This is an optimization exercise on Yosys and OpenROAD, whose aim is small area, a short achievable clock period and few clock cycles, not a production implementation.
At most, simulation tests tie the RTL to the original design; equivalence was not proved.
Power is estimated from default activity; no workload was simulated.

==> flow/design.v (excerpt) <==
module adb_kbd_translator (
    input  wire        clk,
    input  wire        rst_n,         
    input  wire        in_valid,
    output wire        in_ready,
    input  wire        in_clear,      
    input  wire [7:0]  in_len,        
    input  wire [63:0] in_data,       
    output wire        ev_valid,
    input  wire        ev_ready,
    output wire [7:0]  ev_data,
    output reg  [31:0] short_count
);
clock: 8.0 ns
lec_check: 0
cap_margin: 20
core_margin: 2
core_utilization: 40
cts_buf_list: sky130_fd_sc_hd__clkbuf_8
setup_slack_margin: 4.5
slew_margin: 20
standard.sh (not shown) runs the stock make flow with config.mk's settings and CLKGATE_MAP_FILE= SYNTH_SCRIPT=/design/flow/synth_recipe.tcl, a recipe that flattens the netlist after the stock synthesis.
==> flow/flow/run.sh <==
#!/bin/bash
# Standard layout, with plain buf_2 cells as the port buffers instead of the
# cell buffer_ports picks by default. Make's output goes to flow_make.log.
set -euo pipefail
export BUFFER_PORTS_ARGS="-buffer_cell sky130_fd_sc_hd__buf_2"
bash standard.sh > flow_make.log 2>&1
==> next run, changes <==
--- a/flow/design.v
+++ b/flow/design.v
@@ -108,20 +108,29 @@
                 8'h62: keymap = 8'h80 | 8'h52;   
                 8'h63: keymap = 8'h80 | 8'h41;   
                 8'h67: keymap = 8'h80 | 8'h51;   
                 8'h68: keymap = 8'h80 | 8'h69;   
                 8'h69: keymap = 8'h80 | 8'h6B;   
                 8'h6A: keymap = 8'h80 | 8'h71;   
                 default: keymap = 8'h00;         
             endcase
         end
     endfunction
+    function is_mapped;
+        input [7:0] u;
+        begin
+            is_mapped = (~u[7] & ~u[6] & u[2]) | (~u[7] & ~u[5] & u[2] & ~u[1]) | (~u[7] & ~u[6] & u[3]) |
+                        (~u[7] & ~u[4] & u[3] & ~u[2] & ~u[1] & u[0]) | (~u[7] & ~u[5] & u[3] & u[1]) | (~u[7] & ~u[5] & u[4]) |
+                        (~u[7] & ~u[6] & u[4] & u[0]) | (~u[7] & ~u[6] & u[5] & ~u[1]) | (~u[7] & u[5] & ~u[4] & ~u[2] & ~u[0]) |
+                        (~u[7] & u[5] & ~u[4] & ~u[3] & u[1] & u[0]) | (~u[7] & u[6] & ~u[4] & ~u[3] & ~u[2]);
+        end
+    endfunction
     function [6:0] adb_code;
         input [6:0] u;
         begin
             adb_code[0] = (~u[6] & ~u[5] & ~u[3] & ~u[1] & u[0]) | (~u[6] & ~u[4] & ~u[2] & ~u[1] & u[0]) | (~u[6] & ~u[5] & ~u[2] & u[1] & ~u[0]) |
                           (~u[6] & ~u[4] & ~u[2] & u[1] & ~u[0]) | (~u[6] & u[3] & ~u[2] & ~u[1] & u[0]) | (~u[4] & u[3] & ~u[2] & u[1] & ~u[0]) |
                           (~u[6] & u[3] & u[2] & u[1] & u[0]) | (~u[5] & u[4] & ~u[2] & u[0]) | (~u[6] & u[4] & ~u[3] & u[1]) |
                           (u[5] & ~u[3] & u[2] & u[1]) | (u[5] & ~u[4] & u[3] & ~u[1] & u[0]) | (u[5] & u[3] & u[2] & ~u[1] & ~u[0]) |
                           (u[5] & u[4] & ~u[3] & u[2] & ~u[0]) | (u[6] & ~u[5] & ~u[4] & u[1] & ~u[0]) | (u[6] & ~u[3] & u[1] & u[0]) |
                           (u[6] & ~u[4] & u[2] & ~u[1]) | (u[6] & u[4] & ~u[3] & ~u[1]) | (u[6] & u[4] & u[0]) |
                           (u[6] & u[5] & ~u[1] & ~u[0]);
@@ -181,23 +190,23 @@
     reg  [19:0] pend;              
     reg         q0_v, q1_v;        
     reg  [7:0]  q0_d, q1_d;
     wire [7:0]  n_mod = in_data[7:0];
     wire [5:0]  n_map;             
     wire [41:0] n_keys;            
     genvar gi, gj;
     generate
         for (gj = 0; gj < 6; gj = gj + 1) begin : g_new
             wire [7:0] u = in_data[16 + 8*gj +: 8];
-            wire [7:0] m = keymap(u);
-            assign n_map[gj] = m[7];
-            assign n_keys[7*gj +: 7] = m[7] ? u[6:0] : 7'd0;
+            wire       m = is_mapped(u);
+            assign n_map[gj] = m;
+            assign n_keys[7*gj +: 7] = m ? u[6:0] : 7'd0;
         end
     endgenerate
     wire [35:0] eq;
     generate
         for (gi = 0; gi < 6; gi = gi + 1) begin : g_i
             for (gj = 0; gj < 6; gj = gj + 1) begin : g_j
                 assign eq[6*gi + gj] = !in_data[16 + 8*gj + 7] &&
                     (cur_keys[7*gi +: 7] == in_data[16 + 8*gj +: 7]);
             end
         end
Register-to-register slack gains 0.07 ns.
Routed wire length falls by 3.7%.
Clock power hardly moves.
Global-route usage decreases by 0.14 points.
Worst setup slack improved by 0.014 ns.
Clock-buffer cell count is unchanged.
Testbench counts after the change, summed over its fixed seeds: cycles 2,446.
No functional check of the RTL was part of the first run of this note.

Another version of the RTL of adb_kbd_translator (not shown whole).
For scale: ~1600 cells after synthesis, roughly 170 flip-flops, about 12000 um2 of cells after synthesis.
export LEC_CHECK = 0
export CAP_MARGIN = 20
export CORE_MARGIN = 2
export CORE_UTILIZATION = 40
export CTS_BUF_LIST = sky130_fd_sc_hd__clkbuf_8
export SETUP_SLACK_MARGIN = 4.5
export SLEW_MARGIN = 20
create_clock -name core_clock -period 8.0 [get_ports {clk}]
Scripts as last shown in full above: flow/flow/run.sh
The starting point ran to the end with no violations.
Next try:
--- a/flow/design.v
+++ b/flow/design.v
@@ -166,22 +166,21 @@
                 3'd1: modmap = 7'h38;   
                 3'd2: modmap = 7'h3A;   
                 3'd3: modmap = 7'h37;   
                 3'd4: modmap = 7'h7D;   
                 3'd5: modmap = 7'h7B;   
                 3'd6: modmap = 7'h7C;   
                 default: modmap = 7'h37;   
             endcase
         end
     endfunction
-    reg         rdy_q;             
-    reg  [3:0]  rdy_k;             
+    reg         rdy_q, rdy_k;      
     reg  [7:0]  cur_mod;           
     reg  [41:0] cur_keys;          
     reg  [41:0] old_keys;          
     reg  [19:0] pend;              
     reg         q0_v, q1_v;        
     reg  [7:0]  q0_d, q1_d;
     wire [7:0]  n_mod = in_data[7:0];
     wire [5:0]  n_map;             
     wire [41:0] n_keys;            
     genvar gi, gj;
@@ -258,44 +257,40 @@
         if (take) begin
             if (q1_v) n_q1_v = push;
             else      n_q0_v = push;
         end else if (!q0_v) begin
             n_q0_v = push;
         end else if (!q1_v) begin
             n_q1_v = push;
         end
     end
     wire [7:0]  in_md  = in_pend[7:0];
-    wire [5:0]  in_rl  = in_pend[13:8];
-    wire [5:0]  in_pr  = in_pend[19:14];
+    wire [11:0] in_key = in_pend[19:8];
     wire        md_le1 = ~|(in_md & lower_or({12'd0, in_md}));
-    wire [3:0]  ky_ok;
-    assign ky_ok[0] = ~|(in_rl & lower_or({14'd0, in_rl}));
-    assign ky_ok[1] = ~|(in_pr & lower_or({14'd0, in_pr}));
-    assign ky_ok[2] = !(|in_rl && |in_pr);
-    assign ky_ok[3] = !(|in_md && (|in_rl || |in_pr));
-    assign in_ready = rdy_q && (&rdy_k);
+    wire        ky_le1 = ~|(in_key & lower_or({8'd0, in_key}));
+    wire        ky_ok  = ky_le1 && !(|in_md && |in_key);
+    assign in_ready = rdy_q && rdy_k;
     assign ev_valid = q0_v;
     assign ev_data  = q0_d;
     always @(posedge clk) begin
         if (!rst_n) begin
             rdy_q       <= 1'b1;
-            rdy_k       <= 4'hf;
+            rdy_k       <= 1'b1;
             cur_mod     <= 8'h00;
             cur_keys    <= 42'd0;
             pend        <= 20'd0;
             q0_v        <= 1'b0;
             q1_v        <= 1'b0;
             short_count <= 32'd0;
         end else begin
             rdy_q <= !n_q1_v && (accept ? (!is_rep || md_le1) : le1);
-            rdy_k <= (!accept || !is_rep) ? 4'hf : ky_ok;
+            rdy_k <= !accept || !is_rep || ky_ok;
             q0_v <= n_q0_v;
             q1_v <= n_q1_v;
             if (take) begin
                 if (q1_v) begin
                     q0_d <= q1_d;
                     q1_d <= ev_next;
                 end else begin
                     q0_d <= ev_next;
                 end
             end else if (!q0_v) begin
Result:
- design area shrinks by about 1.7%
- combinational power went down by about 7%
- worst setup slack degrades by 150 ps
- die area falls by about 2%
- utilization rises by 0.43 points
- total power is lower by about 3.4%
- via count came out lower by about 4.6%
- final cell count decreases by 4.6%
- maximum frequency goes down by 4.1%
- synthesized area falls by about 2%
Testbench counts after the change, summed over its fixed seeds: cycles 2,446.
For the first run of this note, only the layout was checked, not whether the RTL still works.

v34:
Another version of the RTL of adb_kbd_translator (not shown whole).
Size: about 1,500 cells after synthesis, ~12,000 sq um of cells after synthesis.
Settings: LEC_CHECK=0, CAP_MARGIN=20, CORE_MARGIN=2, CORE_UTILIZATION=40, CTS_BUF_LIST=sky130_fd_sc_hd__clkbuf_8, SETUP_SLACK_MARGIN=4.5, SLEW_MARGIN=20; clock period 8.0 ns.
Scripts as last shown in full above: flow/flow/run.sh
Relative to v34, the following input files were edited for v18:
--- a/flow/design.v
+++ b/flow/design.v
@@ -175,21 +175,22 @@
                 3'd1: modmap = 7'h38;   
                 3'd2: modmap = 7'h3A;   
                 3'd3: modmap = 7'h37;   
                 3'd4: modmap = 7'h7D;   
                 3'd5: modmap = 7'h7B;   
                 3'd6: modmap = 7'h7C;   
                 default: modmap = 7'h37;   
             endcase
         end
     endfunction
-    reg         rdy_q, rdy_k;      
+    reg         rdy_q;             
+    reg  [3:0]  rdy_k;             
     reg  [7:0]  cur_mod;           
     reg  [41:0] cur_keys;          
     reg  [41:0] old_keys;          
     reg  [19:0] pend;              
     reg         q0_v, q1_v;        
     reg  [7:0]  q0_d, q1_d;
     wire [7:0]  n_mod = in_data[7:0];
     wire [5:0]  n_map;             
     wire [41:0] n_keys;            
     genvar gi, gj;
@@ -266,40 +267,44 @@
         if (take) begin
             if (q1_v) n_q1_v = push;
             else      n_q0_v = push;
         end else if (!q0_v) begin
             n_q0_v = push;
         end else if (!q1_v) begin
             n_q1_v = push;
         end
     end
     wire [7:0]  in_md  = in_pend[7:0];
-    wire [11:0] in_key = in_pend[19:8];
+    wire [5:0]  in_rl  = in_pend[13:8];
+    wire [5:0]  in_pr  = in_pend[19:14];
     wire        md_le1 = ~|(in_md & lower_or({12'd0, in_md}));
-    wire        ky_le1 = ~|(in_key & lower_or({8'd0, in_key}));
-    wire        ky_ok  = ky_le1 && !(|in_md && |in_key);
-    assign in_ready = rdy_q && rdy_k;
+    wire [3:0]  ky_ok;
+    assign ky_ok[0] = ~|(in_rl & lower_or({14'd0, in_rl}));
+    assign ky_ok[1] = ~|(in_pr & lower_or({14'd0, in_pr}));
+    assign ky_ok[2] = !(|in_rl && |in_pr);
+    assign ky_ok[3] = !(|in_md && (|in_rl || |in_pr));
+    assign in_ready = rdy_q && (&rdy_k);
     assign ev_valid = q0_v;
     assign ev_data  = q0_d;
     always @(posedge clk) begin
         if (!rst_n) begin
             rdy_q       <= 1'b1;
-            rdy_k       <= 1'b1;
+            rdy_k       <= 4'hf;
             cur_mod     <= 8'h00;
             cur_keys    <= 42'd0;
             pend        <= 20'd0;
             q0_v        <= 1'b0;
             q1_v        <= 1'b0;
             short_count <= 32'd0;
         end else begin
             rdy_q <= !n_q1_v && (accept ? (!is_rep || md_le1) : le1);
-            rdy_k <= !accept || !is_rep || ky_ok;
+            rdy_k <= (!accept || !is_rep) ? 4'hf : ky_ok;
             q0_v <= n_q0_v;
             q1_v <= n_q1_v;
             if (take) begin
                 if (q1_v) begin
                     q0_d <= q1_d;
                     q1_d <= ev_next;
                 end else begin
                     q0_d <= ev_next;
                 end
             end else if (!q0_v) begin
Results
- Overall power of the completed layout: lower on v34
- The initial core utilization was comparable across v34 and v18.
- v34 → v18: register share of total power lost 1.0 points, die area lost 0.56%, post-synthesis instance total level.
- Compared with v34, v18 shows post-cts repair resize count that has gone up by more than half.
- v18 against v34: met2 track demand over resource in global routing shrank by 1.4 points; total placed instance area shows a reduction of about 1%; register-to-register setup slack shows a reduction of 190 ps; setup slack fell by 62 ps; sequential share of layout area now sits higher.
- Status: hold slack parity (v34, v18)
- Share of the synthesized area in compound gates (AO/OA/AOI/OAI) of v34 is on par with v18.
No run of this note included a check of the RTL's function; only the layout flow was run.

-- port drivers added, routing unchanged --
No port has a modelled driver above. Below, the same layouts with a new extraction and two added sets of constraints.
Step 1: set_driving_cell puts a clkbuf_16 on clk and a buf_2 on each other input, an assumption about the parent block.
Step 2, shift: input delay + t, output delay - t, t = (earliest + latest rising clock arrival at the registers) / 2. This alone moves slack from input paths to output paths.
Slacks: ideal / step 1 / step 2; pairs: ideal / step 1.
run | t, ns | setup WS [ns] | worst hold slack (ns) | worst setup path at the end
the first run of note 1 | 0.526 | 4.532 / 4.558 / 4.032 | 0.567 / 0.567 / 0.567 | input to register
the second run of note 1 | 0.526 | 4.546 / 4.574 / 4.047 | 0.563 / 0.563 / 0.563 | input to register
the first run of note 2 | 0.514 | 4.582 / 4.582 / 4.125 | 0.505 / 0.505 / 0.505 | input to register
the second run of note 2 | 0.508 | 4.435 / 4.439 / 3.931 | 0.530 / 0.530 / 0.530 | input to register
v34 | 0.512 | 4.465 / 4.477 / 3.965 | 0.504 / 0.504 / 0.504 | input to register
v18 | 0.527 | 4.403 / 4.403 / 4.020 | 0.506 / 0.506 / 0.506 | input to register
After both steps every run listed still meets setup and hold. The setup slack of the second run of note 2, which loses most, moves by +0.004 ns with the drivers and by -0.504 ns with both steps.
